This design comes from an exercise in tuning for small area, a short achievable clock period and few clock cycles on the open sky130 flow, not from production work.
Function was checked by simulation only, so behaviour that the tests miss may differ from the original.
No activity file was given, so power comes from the tool's default toggle rates.

==> inputs of branch sierra <==
==> flow/design.v (excerpt) <==
module bdd_deframer (
    input  wire        clk,
    input  wire        rst,
    input  wire        in_valid,
    input  wire [7:0]  in_data,
    output wire        in_ready,
    output wire        out_valid,
    output wire [7:0]  out_data,
    input  wire        out_ready,
    output reg         chunk_done,
    output reg         locked,
    output reg         sel,
    output reg  [15:0] frame_count,
    output reg  [15:0] fcs_err_count,
    output reg  [15:0] in_byte_count,
    output reg  [15:0] out_byte_count
);
    localparam MAX_FRAME     = 32;
    localparam MIN_FRAME     = 4;
    localparam CHUNK_SIZE    = 34;
    localparam RESYNC_PERIOD = 4;
    localparam QD            = 4;    
    function [15:0] add16;
        input [15:0] a;
        input [15:0] b;
        input        ci;
        reg   [15:0] g, p, gg, pp;
        integer      k, d;
        begin
            g  = a & b;
            p  = a ^ b;
            gg = g;
            pp = p;
            gg[0] = g[0] | (p[0] & ci);
            for (d = 1; d < 16; d = d * 2)
  ...
clock: 10.0 ns
lec_check: 0
cap_margin: 20
core_margin: 2
core_utilization: 40
setup_slack_margin: 5
slew_margin: 20
run.sh (not shown) runs the stock make flow with config.mk's settings and CLKGATE_MAP_FILE= SYNTH_SCRIPT=/design/flow/synth_recipe.tcl, a recipe that flattens the netlist after the stock synthesis.
==> branch tundra (differences from branch sierra) <==
--- a/flow/design.v
+++ b/flow/design.v
@@ -70,30 +70,27 @@
     endgenerate
     wire       f0 = clr ? 1'b0 : in_frame;
     reg  [7:0] flag, inv, stuf, evm;
     reg  [8:0] fr;            
     reg  [7:0] evc, eva;
     reg  [2:0] ns [0:8];      
     reg  [7:0] dnew;          
-    reg  [7:0] first_ev;      
-    reg  [7:0] last_fl;       
-    reg  [3:0] m_pre;         
+    reg  [7:0] evb;
+    reg  [7:0] ok;            
     reg  [2:0] m_post;        
-    reg        ev1c, ev1a, ext, rs, anyflag, anyev;
-    reg        seen;
+    reg        ev1c, ev1a, ext, rs, anyflag;
     integer    i, j;
     always @(*) begin
         for (i = 0; i < 8; i = i + 1) begin
             flag[i] = !e[i+7] && (&e[i+6 -: 6]) && !e[i];
             inv[i]  = (&e[i+7 -: 7]) && !e[i];
             stuf[i] = !e[i+7] && (&e[i+6 -: 5]) && !e[i+1];
             evm[i]  = flag[i] | inv[i];
         end
         anyflag = |flag;
-        anyev   = |evm;
         fr[0] = f0;
         for (i = 0; i < 8; i = i + 1)
             fr[i+1] = flag[i] | (fr[i] & !inv[i]);
         for (i = 0; i < 8; i = i + 1) begin
             evc[i] = fr[i] & flag[i];
             eva[i] = fr[i] & inv[i];
         end
@@ -105,40 +102,33 @@
         for (i = 0; i < 8; i = i + 1)
             ns[i+1] = stuf[i] ? {ns[i][1:0], 1'b0} : ns[i];
         for (j = 0; j < 8; j = j + 1) begin
             dnew[j] = !stuf[j] & ns[j][0] & e[7+j];
             if (j + 1 < 8) dnew[j] = dnew[j] | (!stuf[j+1] & ns[j+1][1] & e[8+j]);
             if (j + 2 < 8) dnew[j] = dnew[j] | (!stuf[j+2] & ns[j+2][2] & e[9+j]);
         end
-        seen = 1'b0;
-        for (i = 0; i < 8; i = i + 1) begin
-            first_ev[i] = evm[i] & !seen;
-            seen = seen | evm[i];
-        end
-        seen = 1'b0;
-        for (i = 7; i >= 0; i = i - 1) begin
-            last_fl[i] = flag[i] & !seen;
-            seen = seen | flag[i];
+        evb[0] = evm[0];
+        for (i = 1; i < 8; i = i + 1)
+            evb[i] = evb[i-1] | evm[i];
+        for (j = 1; j <= 8; j = j + 1) begin
+            ok[j-1] = 1'b0;
+            for (i = j - 1; i <= j + 1 && i < 8; i = i + 1)
+                ok[j-1] = ok[j-1] | (!stuf[i] & ns[i][i-j+1] & !evb[i]);
         end
-        m_pre = 4'd0;
-        for (i = 0; i < 8; i = i + 1)
-            if (first_ev[i])
-                m_pre = i - (ns[i][1] ? 1 : ns[i][2] ? 2 : 0);
-        if (!anyev)
-            m_pre = 8 - (ns[8][1] ? 1 : ns[8][2] ? 2 : 0);
         m_post = 3'd0;
-        for (i = 0; i < 8; i = i + 1)
-            if (last_fl[i])
-                m_post = (7 - i) - ((ns[8][1] & !ns[i+1][1]) ? 1 :
-                                    (ns[8][2] & ns[i+1][0]) ? 2 :
-                                    (ns[8][2] & ns[i+1][1]) ? 1 : 0);
+        for (i = 0; i < 7; i = i + 1)
+            if (flag[i])
+                m_post = m_post | ((7 - i) - ((i == 0) ? (stuf[6] | stuf[7]) :
+                                              (i == 1) ? stuf[7] : 1'b0));
+        if (flag[7])
+            m_post = 3'd0;
     end
     reg  [7:0] q_dnew;
     reg  [2:0] q_ns;           
-    reg  [3:0] q_mpre;
+    reg  [7:0] q_ok;
     reg  [2:0] q_mpost;
     reg        q_anyflag, q_f0, q_ev1c, q_ev1a, q_ext, q_rs;
     always @(posedge clk) begin
         if (rst) begin
             w_r      <= 7'd0;
             in_frame <= 1'b0;
         end else if (adv && a_v) begin
@@ -146,15 +136,15 @@
             in_frame <= fr[8];
         end
     end
     always @(posedge clk) begin
         if (adv) begin
             q_dnew    <= dnew;
             q_ns      <= ns[8];
-            q_mpre    <= m_pre;
+            q_ok      <= ok;
             q_mpost   <= m_post;
             q_anyflag <= anyflag;
             q_f0      <= f0;
             q_ev1c    <= ev1c;
             q_ev1a    <= ev1a;
             q_ext     <= ext;
             q_rs      <= rs;
@@ -172,50 +162,46 @@
         for (jb = 0; jb < 8; jb = jb + 1)
             nboh[jb] = (nbits == jb);
         x = {q_dnew, acc};
         cb = 8'd0;
         for (jb = 0; jb < 8; jb = jb + 1)
             cb = cb | ({8{nboh[jb]}} & x[15-jb -: 8]);
         a = q_ns[0] ? q_dnew : q_ns[1] ? {q_dnew[6:0], acc[7]} : {q_dnew[5:0], acc[7:6]};
-        comp = 1'b0;
-        for (ib = 0; ib < 8; ib = ib + 1)
-            for (jb = 0; jb < 9; jb = jb + 1)
-                if (ib + jb >= 8)
-                    comp = comp | (nboh[ib] & (q_mpre == jb));
-        comp = comp & q_f0;
+        comp = q_f0 & q_ok[7 - nbits];
         nb = q_anyflag ? q_mpost : (nbits - (q_ns[1] ? 3'd1 : q_ns[2] ? 3'd2 : 3'd0));
     end
-    reg        p_comp, p_ev1c, p_ev1a, p_ext, p_rs;
+    reg        p_comp, p_ev1c, p_ev1a, p_ext, p_rs, p_f0;
     reg  [7:0] p_cb;
     always @(posedge clk) begin
         if (adv) begin
             if (b_v) begin
                 nbits <= nb;
                 acc   <= a;
             end
             p_comp <= comp;
             p_cb   <= cb;
             p_ev1c <= q_ev1c;
             p_ev1a <= q_ev1a;
             p_ext  <= q_ext;
             p_rs   <= q_rs;
+            p_f0   <= q_f0;
         end
     end
     reg  [5:0]  count;
     reg  [15:0] crc;
     reg  [4:0]  base;
     reg  [4:0]  wp;
     reg  [7:0]  ring [0:31];
     wire        wr        = p_comp && !count[5];
     wire        p_step    = step;
     wire [5:0]  count_mid = add6(count, 6'd0, wr);
     wire [15:0] crc_new   = crc_update(crc, p_cb);
     wire [15:0] crc_mid   = wr ? crc_new : crc;
     wire [5:0]  wp_mid    = add6({1'b0, wp}, 6'd0, wr);
-    wire        long_en   = (count >= MIN_FRAME) || (wr && count == MIN_FRAME - 1);
+    wire        long_en   = p_f0 && ((count >= MIN_FRAME) || (wr && count == MIN_FRAME - 1));
     wire        crc_ok    = wr ? (crc_new == CRC_GOOD) : (crc == CRC_GOOD);
     wire        is_good   = p_ev1c && long_en && crc_ok;
     wire [5:0]  len_w     = add6(count, 6'h3F, 1'b0);      
     wire [5:0]  len_n     = add6(count, 6'h3E, 1'b0);      
     wire [5:0]  wp_back   = add6(wp_mid, 6'h3E, 1'b0);     
     assign good = p_step && is_good;
     assign ce   = p_step && p_ev1c && long_en && !crc_ok;
@@ -242,17 +228,30 @@
             end else begin
                 count <= count_mid;
                 crc   <= crc_mid;
                 wp    <= wp_mid[4:0];
             end
         end
     end
+    reg        s_wr;
+    reg  [4:0] s_wp;
+    reg  [7:0] s_cb;
+    always @(posedge clk) begin
+        if (rst)
+            s_wr <= 1'b0;
+        else
+            s_wr <= adv && p_step && wr;
+    end
+    always @(posedge clk) begin
+        s_wp <= wp;
+        s_cb <= p_cb;
+    end
     always @(posedge clk) begin
-        if (adv && p_step && wr)
-            ring[wp] <= p_cb;
+        if (s_wr)
+            ring[s_wp] <= s_cb;
     end
 endmodule
 module bdd_deframer (
     input  wire        clk,
     input  wire        rst,
     input  wire        in_valid,
     input  wire [7:0]  in_data,
@@ -303,15 +302,15 @@
     wire [15:0] s1 = add16({10'd0, count1}, {11'd0, u1[4:0]}, 1'b0);
     wire full0 = (u0[4:0] != 5'd0) && (s0[5:0] >= 6'd31);
     wire full1 = (u1[4:0] != 5'd0) && (s1[5:0] >= 6'd31);
     wire q_full;
     reg  stall;
     always @(posedge clk) begin
         if (rst) stall <= 1'b0;
-        else     stall <= full0 || full1 || q_full;
+        else     stall <= full0 || full1 || q_full || (adv && p_v && p_eval && p_last);
     end
     wire adv   = !stall;
     reg  [5:0] byte_idx;
     reg  [1:0] phase;
     reg        r_v, r_first, r_last, r_eval;
     reg  [7:0] r_byte;
     assign in_ready = adv;
@@ -386,80 +385,61 @@
         end
     end
     wire       good_sel = sel ? good1 : good0;
     wire       ce_sel   = sel ? ce1   : ce0;
     wire [4:0] len_sel  = sel ? len1  : len0;
     reg  [7:0] d_prev;
     reg  [8:0] d_tot;
-    reg        d_fix;
-    wire [1:0] nv1 = nev1, nv0 = nev0;
-    wire [2:0] d_e = (nv1 == nv0) ? 3'd0 :
-                     (nv1 == 2'd2 && nv0 == 2'd0) ? 3'd2 :
-                     (nv1 == 2'd0 && nv0 == 2'd2) ? 3'd6 :
-                     (nv1 > nv0) ? 3'd1 : 3'd7;       
-    wire [2:0] d_em = d_e - 3'd1;                     
-    wire [2:0] d_ep = d_e + 3'd1;                     
-    wire [15:0] t_b = p_first ? {{8{d_prev[7]}}, d_prev} : {{7{d_tot[8]}}, d_tot};
-    wire [15:0] t_e = add16(t_b, {{13{d_e[2]}},  d_e},  1'b0);
-    wire [15:0] t_m = add16(t_b, {{13{d_em[2]}}, d_em}, 1'b0);
-    wire [15:0] t_p = add16(t_b, {{13{d_ep[2]}}, d_ep}, 1'b0);
-    wire       g_dn  = gr1 && !gr0;           
-    wire       g_up  = gr0 && !gr1;           
-    wire [8:0] d_tot_n = g_dn ? t_m[8:0] : g_up ? t_p[8:0] : t_e[8:0];
-    wire [15:0] t_k [0:6];
-    wire [6:0] neg_k, pos_k;
-    genvar gk;
-    generate
-        for (gk = 0; gk < 7; gk = gk + 1) begin : g_k
-            assign t_k[gk]  = add16(t_b, gk - 3, 1'b0);
-            assign neg_k[gk] = t_k[gk][8];
-            assign pos_k[gk] = !t_k[gk][8] && (t_k[gk][8:0] != 9'd0);
-        end
-    endgenerate
-    wire [2:0] e_i = d_e + 3'd3;                      
-    wire neg_m = neg_k[e_i - 3'd1], neg_e = neg_k[e_i], neg_p = neg_k[e_i + 3'd1];
-    wire pos_m = pos_k[e_i - 3'd1], pos_e = pos_k[e_i], pos_p = pos_k[e_i + 3'd1];
-    wire sw_from0 = g_dn ? neg_m : g_up ? neg_p : neg_e;
-    wire sw_from1 = g_dn ? pos_m : g_up ? pos_p : pos_e;
-    wire do_switch = sel ? sw_from1 : sw_from0;
+    reg  [2:0] pend;
+    reg        sw_cyc, d_fix;
+    wire [2:0] fe_a = {1'b0, nev1} + {2'b00, gr0};     
+    wire [2:0] fe_b = {1'b0, nev0} + {2'b00, gr1};
+    wire [2:0] delta = fe_a - fe_b;                      
+    wire [15:0] d_app = add16({{7{d_tot[8]}}, d_tot}, {{13{pend[2]}}, pend}, 1'b0);
+    wire       d_neg  = d_app[8];
+    wire       d_zero = (d_app[8:0] == 9'd0);
+    wire do_switch = sw_cyc && (sel ? (!d_neg && !d_zero) : d_neg);
     wire [15:0] d_cur = add16({{7{d_tot[8]}}, d_tot}, {8'hFF, ~d_prev}, 1'b1);    
     always @(posedge clk) begin
         if (rst) begin
             sel    <= 1'b0;
             d_prev <= 8'd0;
             d_tot  <= 9'd0;
+            pend   <= 3'd0;
+            sw_cyc <= 1'b0;
             d_fix  <= 1'b0;
         end else begin
-            d_fix <= 1'b0;
+            sw_cyc <= adv && p_v && p_eval && p_last;
+            d_fix  <= sw_cyc;
             if (d_fix)
                 d_prev <= d_cur[7:0];
+            if (do_switch)
+                sel <= ~sel;
             if (adv && p_v && p_eval) begin
-                d_tot <= d_tot_n;
-                if (p_last) begin
-                    d_fix <= 1'b1;
-                    if (do_switch)
-                        sel <= ~sel;
-                end
+                d_tot <= p_first ? {d_prev[7], d_prev} : d_app[8:0];
+                pend  <= delta;
+            end else begin
+                d_tot <= d_app[8:0];
+                pend  <= 3'd0;
             end
         end
     end
-    reg        s_v, s_good, s_ce, s_last, s_sw, s_dec;
+    reg        s_v, s_good, s_ce, s_last, s_dec;
     reg  [4:0] s_len;
     always @(posedge clk) begin
         if (rst)
             s_v <= 1'b0;
         else
             s_v <= adv && p_v;
     end
     always @(posedge clk) begin
         s_good <= good_sel;
         s_ce   <= ce_sel;
         s_len  <= len_sel;
         s_last <= p_last;
-        s_sw   <= p_last && p_eval && do_switch;
         s_dec  <= sel;
     end
     wire [15:0] fc_inc = add16(frame_count, 16'd0, 1'b1);
     wire [15:0] ec_inc = add16(fcs_err_count, 16'd0, 1'b1);
     wire [15:0] ob_add = add16(out_byte_count, {11'd0, s_len}, 1'b0);
     wire [15:0] ib_add = add16(in_byte_count, CHUNK_SIZE, 1'b0);
     wire push = s_v && s_good;
@@ -479,19 +459,19 @@
                     frame_count    <= fc_inc;
                     out_byte_count <= ob_add;
                 end
                 if (s_ce)
                     fcs_err_count <= ec_inc;
                 if (s_last)
                     in_byte_count <= ib_add;
-                if (s_sw)
-                    locked <= 1'b0;
-                else if (s_good)
+                if (s_good)
                     locked <= 1'b1;
             end
+            if (do_switch)
+                locked <= 1'b0;
         end
     end
     reg  [5:0] q_mem [0:QD-1];      
     reg  [1:0] q_wr, q_rd;
     wire       q_pop;
     wire [15:0] q_cnt_inc = add16({13'd0, q_cnt}, 16'd0, 1'b1);
     wire [15:0] q_cnt_dec = add16({13'd0, q_cnt}, 16'hFFFF, 1'b0);
==> branch maple (differences from branch sierra) <==
==> flow/config.mk (replaced) <==
export PLATFORM = sky130hd
export DESIGN_NAME = bdd_deframer
export DESIGN_NICKNAME = bdd_deframer
export VERILOG_FILES = /design/flow/design.v
export SDC_FILE = /design/flow/constraint.sdc
export NUM_CORES = 4
export LEC_CHECK = 0
export CAP_MARGIN = 20
export CORE_MARGIN = 2
export CORE_UTILIZATION = 60
export SETUP_SLACK_MARGIN = 5
export SLEW_MARGIN = 20
==> summary.txt <==
status=complete, no violations; Worst Skew=0.0364 ns; GRT Overall Usage=26.7%; P_clk=3.27 mW; Final Util=67.3%; register share of total power=49.4%; post-route insts no fill=4288
That was branch maple.
==> summary.txt <==
status=complete, no violations; top sig layer=met4; post-route insts no fill=4751; Leakage=16.2 nW; Root Buffer=clkbuf_16; Via Count=25700; crit share post-route=46.6%; top cell category=flip-flops and latches; Worst Skew=0.0378 ns; Hold WC Path Type=flip-flop to flip-flop; P_clk=3.36 mW; Final Util=45.5%; Non-CTS buffers=138; register share of total power=48.5%; GRT Overall Usage=17.5%
That was branch sierra.
==> summary.txt <==
status=complete, no violations; P_clk=3.69 mW; Final Util=45.8%; Worst Skew=0.0311 ns; WL final=92500 um; post-route insts no fill=4449; top cell category=flip-flops and latches; area of the multi-input gates=14400 um2; GRT Overall Usage=17.5%; register share of total power=50.8%
That was branch tundra.
Testbench counts of branch sierra, summed over its fixed seeds: cycles 6,653.
Testbench counts of branch tundra, summed over its fixed seeds: cycles 6,701.
Testbench counts of branch maple, summed over its fixed seeds: cycles 6,653.

## afterwards: timing with drivers on the ports
How much do the figures lean on ideal ports? The routed layouts below were timed once more, with nothing changed but the port constraints. Step 1 assumes that a clkbuf_16 drives the clock port and a buf_2 every other input. Step 2 times the ports against the registers' clock, not the clock port: input delays grow and output delays shrink by t, the midpoint of the rising clock arrivals with the driver on. Three values: ideal, step 1, step 2; two values: the first two.
run	shift t [ns]	setup slack, ns	hold WS [ns]	worst register clock-pin slew, ns
branch sierra	0.721	5.340 / 5.340 / 5.340	0.422 / 0.422 / 0.422	0.07 / 0.07
branch tundra	0.720	5.788 / 5.731 / 5.717	0.380 / 0.380 / 0.380	0.07 / 0.07
branch maple	0.694	5.157 / 5.157 / 5.157	0.403 / 0.403 / 0.403	0.07 / 0.07
After both steps setup and hold are still met in every run listed. The setup slack of branch tundra, which loses most, moves by -0.057 ns with the drivers and by -0.071 ns with both steps.
